This design comes from an exercise in tuning for small area, a short achievable clock period and few clock cycles per item on the open sky130 flow, not from production work.
At most, simulation tests tie the RTL to the original design; equivalence was not proved.

==> job 474 <==
// vrm_alu
module vrm_alu (
    input  wire        clk,
    input  wire        rst,         
    input  wire        in_valid,
    output wire        in_ready,
    input  wire [2:0]  op,          
    input  wire [39:0] tmp,         
    input  wire [39:0] mem,         
    output reg         out_valid,
    output reg  [39:0] res,         
    output reg  [1:0]  status,      
    output reg  [1:0]  cmp          
);
Settings: LEC_CHECK=0, ABC_AREA=1, CAP_MARGIN=20, CORE_MARGIN=2, CORE_UTILIZATION=40, SLEW_MARGIN=20; clock period 12.0 ns.
standard.sh (not shown) runs the stock make flow with config.mk's settings and CLKGATE_MAP_FILE= SYNTH_SCRIPT=/design/flow/synth_recipe.tcl, a recipe that flattens the netlist after the stock synthesis.
==> flow/flow/run.sh <==
#!/bin/bash
set -euo pipefail
bash standard.sh SETUP_SLACK_MARGIN=6 "BUFFER_PORTS_ARGS=-buffer_cell sky130_fd_sc_hd__buf_2" finish > standard_make.log 2>&1
==> inputs of job 6802, as changes to job 474 <==
--- a/flow/design.v
+++ b/flow/design.v
@@ -73,20 +73,14 @@
     function [39:0] weave(input [19:0] h, input [19:0] n);
         weave = {h[19:16], n[19:16], h[15:12], n[15:12], h[11:8], n[11:8],
                  h[7:4], n[7:4], h[3:0], n[3:0]};
     endfunction
     function [39:0] ascii(input [19:0] n);
         ascii = weave(20'h33333, n);
     endfunction
-    function lead_lt4(input [19:0] n);
-        lead_lt4 = (n[19:16] != 0) ? ~(n[19] | n[18]) :
-                   (n[15:12] != 0) ? ~(n[15] | n[14]) :
-                   (n[11:8]  != 0) ? ~(n[11] | n[10]) :
-                   (n[7:4]   != 0) ? ~(n[7]  | n[6])  : ~(n[3] | n[2]);
-    endfunction
     function [2:0] lzd(input [19:0] n);
         lzd = (n[19:16] != 0) ? 3'd0 :
               (n[15:12] != 0) ? 3'd1 :
               (n[11:8]  != 0) ? 3'd2 :
               (n[7:4]   != 0) ? 3'd3 :
               (n[3:0]   != 0) ? 3'd4 : 3'd5;
     endfunction
@@ -102,15 +96,14 @@
     localparam S_IDLE = 2'd0;
     localparam S_A    = 2'd1;    
     localparam S_B    = 2'd2;    
     localparam S_C    = 2'd3;    
     localparam K_TMP  = 2'd0;    
     localparam K_ZERO = 2'd1;    
     localparam K_ADD  = 2'd2;    
-    localparam K_MLOV = 2'd3;    
     reg [1:0]  state;
     reg        v1;               
     reg [1:0]  kind;
     reg        sub_r;            
     reg [1:0]  st_r;
     reg [1:0]  cmp_r;
     reg        is_dv;
@@ -182,27 +175,27 @@
         end else if (is_divop && b_zero) begin
             st_in = ST_OVF;
         end else if (!both_num) begin
             st_in = ST_NONNUM;
         end else if (op == OP_AD || op == OP_SB) begin
             kind_in = K_ADD;
         end else if (op == OP_ML) begin
-            if (ml_big)       begin kind_in = K_MLOV; st_in = ST_OVF; end
+            if (ml_big)       st_in = ST_OVF;
             else if (ml_zero) kind_in = K_ZERO;
             else              go_iter = 1'b1;
         end else begin
             if (lt) kind_in = (op == OP_DV) ? K_ZERO : K_TMP;
             else    go_iter = 1'b1;
         end
     end
-    wire        ml_num = (op == OP_ML) & both_num;
+    wire        ml_it = (op == OP_ML) & both_num & ~ml_big & ~ml_zero;
     wire [19:0] x_in  = (op == OP_ML) ? (swap_in ? bn : an) : is_divop ? dshl(bn, kdiv) : bn;
-    wire [19:0] q_in  = ml_num ? 20'd0 : an;
+    wire [19:0] q_in  = ml_it ? 20'd0 : an;
     wire        swap_in = (lza > lzb);
-    wire [19:0] th_in = ml_num ? (swap_in ? an : bn) : hi_nibs(tmp);
+    wire [19:0] th_in = ml_it ? (swap_in ? an : bn) : hi_nibs(tmp);
     wire [2:0]  pos_in = (op == OP_ML) ? (swap_in ? nam1 : nbm1) : kdiv;
     wire        iter = (state != S_IDLE);
     wire        is_mul = ~sub_r;
     wire [23:0] x1  = {4'd0, x};
     wire [23:0] x2, x4, x8;
     vrm_bcd_dbl u_d2 (.x(x1), .y(x2));
     vrm_bcd_dbl u_d4 (.x(x2), .y(x4));
@@ -210,61 +203,53 @@
     wire [23:0] ea  = (state == S_A) ? x8 : x2;
     wire [23:0] eb  = (state == S_A) ? x4 : x1;      
     wire [20:0] ua, ub;
     vrm_bcd_as u_ua (.p(q), .e(ea), .sub(sub_r), .r(ua));
     vrm_bcd_as u_ub (.p(q), .e(eb), .sub(sub_r), .r(ub));
     wire [3:0]  dig = (pos == 3'd0) ? th[3:0]   : (pos == 3'd1) ? th[7:4] :
                       (pos == 3'd2) ? th[11:8]  : (pos == 3'd3) ? th[15:12] : th[19:16];
-    wire        ge1 = ge24({4'd0, q}, x1);
-    wire        ge2 = ge24({4'd0, q}, x2);
-    wire        ge4 = ge24({4'd0, q}, x4);
-    wire        ge8 = ge24({4'd0, q}, x8);
-    wire        restart = first & sub_r & (state == S_B) & ge4;
-    wire        ta  = (state == S_C) | restart ? 1'b0 :
-                      (state == S_A) ? (sub_r ? ge8 : dig[3]) : (sub_r ? ge2 : dig[1]);
-    wire        tb  = restart ? 1'b0 :
-                      (state == S_A) ? (sub_r ? ge4 : dig[2]) : (sub_r ? ge1 : (state == S_B) ? dig[0] : 1'b1);
+    wire        ta  = (state == S_C) ? 1'b0 :
+                      sub_r ? ~ua[20] : ((state == S_A) ? dig[3] : dig[1]);
+    wire        tb  = sub_r ? ~ub[20] :
+                      ((state == S_A) ? dig[2] : (state == S_B) ? dig[0] : 1'b1);
     wire [19:0] sel = ta ? ua[19:0] : tb ? ub[19:0] : q;
     wire        sel_ovf = is_mul & ((ta & ua[20]) | (~ta & tb & ub[20]));
     wire        need_c = (state == S_B) & ta & (sub_r | dig[0]);
-    wire        q_lt_x  = ~ge1;
+    wire        q_lt_x  = ~ge24({4'd0, q}, x1);
     wire        a_end   = (state == S_A) & (sub_r ? q_lt_x : ~(dig[1] | dig[0]));
-    wire        pos_end = (state == S_C) | ((state == S_B) & ~need_c & ~restart) | a_end;
+    wire        pos_end = (state == S_C) | ((state == S_B) & ~need_c) | a_end;
     wire [3:0]  dig_nx = (pos == 3'd1) ? th[3:0]  : (pos == 3'd2) ? th[7:4] :
                          (pos == 3'd3) ? th[11:8] : th[15:12];
     wire        nx_b   = ~sub_r & ~(dig_nx[3] | dig_nx[2]);
     wire        done    = pos_end & (pos == 3'd0);
     wire [19:0] qd_old = first ? 20'd0 : lo_nibs(res);
     wire [19:0] qd_new = (state == S_A) ? {qd_old[15:0], ta, ~ta & tb, 2'b00} :
                          (state == S_B) ? {qd_old[19:2], ta, ~ta & tb} :
                                           {qd_old[19:1], tb};
     wire        ovf_all = ovf | sel_ovf | (pos_end & (pos != 3'd0) & (sel[19:16] != 4'd0));
-    wire        q_lt_2x = ~ge2;
     assign in_ready = (state == S_IDLE) |
                       ((pos == 3'd0) & ((state == S_C) |
-                                        ((state == S_B) & (sub_r ? q_lt_2x : ~(dig[1] & dig[0]))) |
-                                        ((state == S_A) & (sub_r ? q_lt_x  : ~(dig[1] | dig[0])))));
+                                        ((state == S_B) & ~sub_r & ~(dig[1] & dig[0])) |
+                                        ((state == S_A) & ~sub_r & ~(dig[1] | dig[0]))));
     wire accept = in_valid & in_ready;
     reg [39:0] res1;
     reg [1:0]  st1;
     always @(*) begin
         case (kind)
             K_ZERO: begin res1 = ascii(20'd0); st1 = ST_OK; end
-            K_MLOV: begin res1 = ml_tmp; st1 = ST_OVF; end
             K_ADD: begin
                 res1 = ub[20] ? weave(th, q) : ascii(ub[19:0]);
                 st1  = ub[20] ? ST_OVF : ST_OK;
             end
             default: begin res1 = weave(th, q); st1 = st_r; end
         endcase
     end
     wire        md_last = ~is_dv & (pos == 3'd0);
-    wire [39:0] ml_tmp = ascii(swap ? th : x);      
     wire [39:0] res_it = sub_r ? ascii(md_last ? sel : qd_new) :
-                         ovf_all ? ml_tmp : ascii(sel);
+                         ovf_all ? ascii(swap ? th : x) : ascii(sel);
     wire [1:0]  st_it  = (!sub_r & ovf_all) ? ST_OVF : ST_OK;
     always @(posedge clk) begin
         res    <= iter ? res_it : res1;
         status <= iter ? st_it  : st1;
         cmp    <= cmp_r;
         if (in_ready) begin
             q     <= q_in;
@@ -276,15 +261,15 @@
             cmp_r <= cmp_in;
             sub_r <= (op != OP_AD) & (op != OP_ML);
             is_dv <= (op == OP_DV);
             swap  <= swap_in;
             first <= 1'b1;
             ovf   <= 1'b0;
         end else begin
-            first <= restart;
+            first <= 1'b0;
             ovf   <= ovf_all;
             q     <= (pos_end & ~sub_r) ? {sel[15:0], 4'd0} : sel;
             if (pos_end) begin
                 pos <= pos - 3'd1;
                 if (sub_r) x <= {4'd0, x[19:4]};
             end
         end
@@ -292,19 +277,18 @@
             state     <= S_IDLE;
             v1        <= 1'b0;
             out_valid <= 1'b0;
         end else begin
             out_valid <= v1 | (iter & done);
             v1        <= accept & ~go_iter;
             if (accept)
-                state <= go_iter ? ((is_divop | (swap_in ? lead_lt4(an) : lead_lt4(bn))) ? S_B : S_A)
-                                 : S_IDLE;
+                state <= go_iter ? S_A : S_IDLE;
             else if (!iter | done)
                 state <= S_IDLE;
-            else if (pos_end | restart)
+            else if (pos_end)
                 state <= nx_b ? S_B : S_A;
             else
                 state <= (state == S_A) ? S_B : S_C;
         end
     end
 endmodule
 module vrm_bcd_dbl (
@@ -332,14 +316,16 @@
     input  wire [19:0] p,
     input  wire [23:0] e,
     input  wire        sub,
     output wire [20:0] r
 );
     wire [4:0] gg, pp;           
     wire [5:0] c;                
+    wire [3:0] r0 [0:4];         
+    wire [3:0] r1 [0:4];         
     genvar i;
     generate
         for (i = 0; i < 5; i = i + 1) begin : g_d
             wire [3:0] ed = e[i*4 +: 4];
             wire [3:0] ea = {ed[3] ^ (ed[2] | ed[1]), ~(ed[2] ^ ed[1]), ~ed[1], ed[0]};
             wire [3:0] ee = sub ? ~ed : ea;
             wire [3:0] pd = p[i*4 +: 4];
@@ -351,16 +337,18 @@
             wire j1 = gb[0] | tb[0];
             wire j2 = gb[1] | (tb[1] & j1);
             wire j3 = gb[2] | (tb[2] & gb[1]) | (tb[2] & tb[1] & j1);
             wire [3:0] s0 = tb ^ {k3, k2, k1, 1'b0};
             wire [3:0] s1 = tb ^ {j3, j2, j1, 1'b1};
             assign gg[i] = gb[3] | (tb[3] & k3);
             assign pp[i] = &tb;
-            wire [3:0] s = c[i] ? s1 : s0;
-            assign r[i*4 +: 4] = c[i+1] ? s : {~(s[3] ^ (s[2] & s[1])), s[2] ^ s[1], ~s[1], s[0]};
+            wire o1 = gg[i] | pp[i];
+            assign r0[i] = gg[i] ? s0 : {~(s0[3] ^ (s0[2] & s0[1])), s0[2] ^ s0[1], ~s0[1], s0[0]};
+            assign r1[i] = o1    ? s1 : {~(s1[3] ^ (s1[2] & s1[1])), s1[2] ^ s1[1], ~s1[1], s1[0]};
+            assign r[i*4 +: 4] = c[i] ? r1[i] : r0[i];
         end
     endgenerate
     assign c[0] = sub;
     assign c[1] = gg[0] | (pp[0] & c[0]);
     assign c[2] = gg[1] | (pp[1] & gg[0]) | (pp[1] & pp[0] & c[0]);
     assign c[3] = gg[2] | (pp[2] & gg[1]) | (pp[2] & pp[1] & gg[0]) | (pp[2] & pp[1] & pp[0] & c[0]);
     assign c[4] = gg[3] | (pp[3] & c[3]);
==> flow/flow/run.sh (replaced) <==
#!/bin/bash
set -euo pipefail
bash standard.sh SETUP_SLACK_MARGIN=7 "BUFFER_PORTS_ARGS=-buffer_cell sky130_fd_sc_hd__buf_2" finish > standard_make.log 2>&1
==> qor summary <==
item	job 474	job 6802
F_max	170 MHz	193 MHz
Wire length on met2	30,700 µm	29,100 µm
Number of vias in the routed layout	18,386	18,249
Area of combinational cells with multiple inputs	11,800 µm²	11,700 µm²
Final Critical Period	5880 ps	5190 ps
Met3 usage in global routing	3.84%	5.89%
Min-Delay Startpoint	cmp_r[0]$_SDFFCE_PP0N_	cmp_r[1]$_SDFFCE_PP0N_
Number of non-clock buffers in the layout	235	318
Router iterations before antenna repair	6	5
Share of cell area taken by muxes after synthesis	0.444%	0.394%
Clock-cell share of area	3.30%	3.01%
Share of the yosys chip area belonging to registers	19.0%	19.7%
Outcome	finished clean	finished clean
Synthesis warning total	1	2
Final design utilization	48.9%	52.1%
Met1 Use GR	40.7%	41.5%
Die Wd	203 µm	199 µm
Resize count post-CTS	66	214
Num tapcells	518	511
Cells on worst reg2reg path	34	35
GRT Total Usage	31.6%	32.4%
Testbench counts of job 6802, summed over its fixed seeds: cycles 8,499, ops 4,800.
Function not checked in job 474: the RTL went through the layout flow alone.

re-timing with driven ports:
Ports are ideal in the flow. The routed layouts listed here were re-timed in OpenROAD.
Step 1 sets driving cells, clkbuf_16 on the clock port and buf_2 on the other inputs (assumed; they add their load-dependent delay and slew).
Step 2 adds t to the input delays and takes it off the output delays; t is the mean of the earliest and latest rising clock arrival at the registers after step 1. Input paths then give back, and output paths get back, about the clock's delay inside the block.
Slacks: no drivers / after step 1 / after step 2; pairs: no drivers / after step 1.
run	shift t [ns]	setup slack, ns	cell pins on the clock port's net
job 474	0.479	6.115 / 6.081 / 5.952	1
job 6802	0.477	6.807 / 6.807 / 6.528	1
After both steps setup and hold are still met in every run listed. The setup slack of job 6802, which loses most, moves by 0.000 ns with the drivers and by -0.279 ns with both steps.
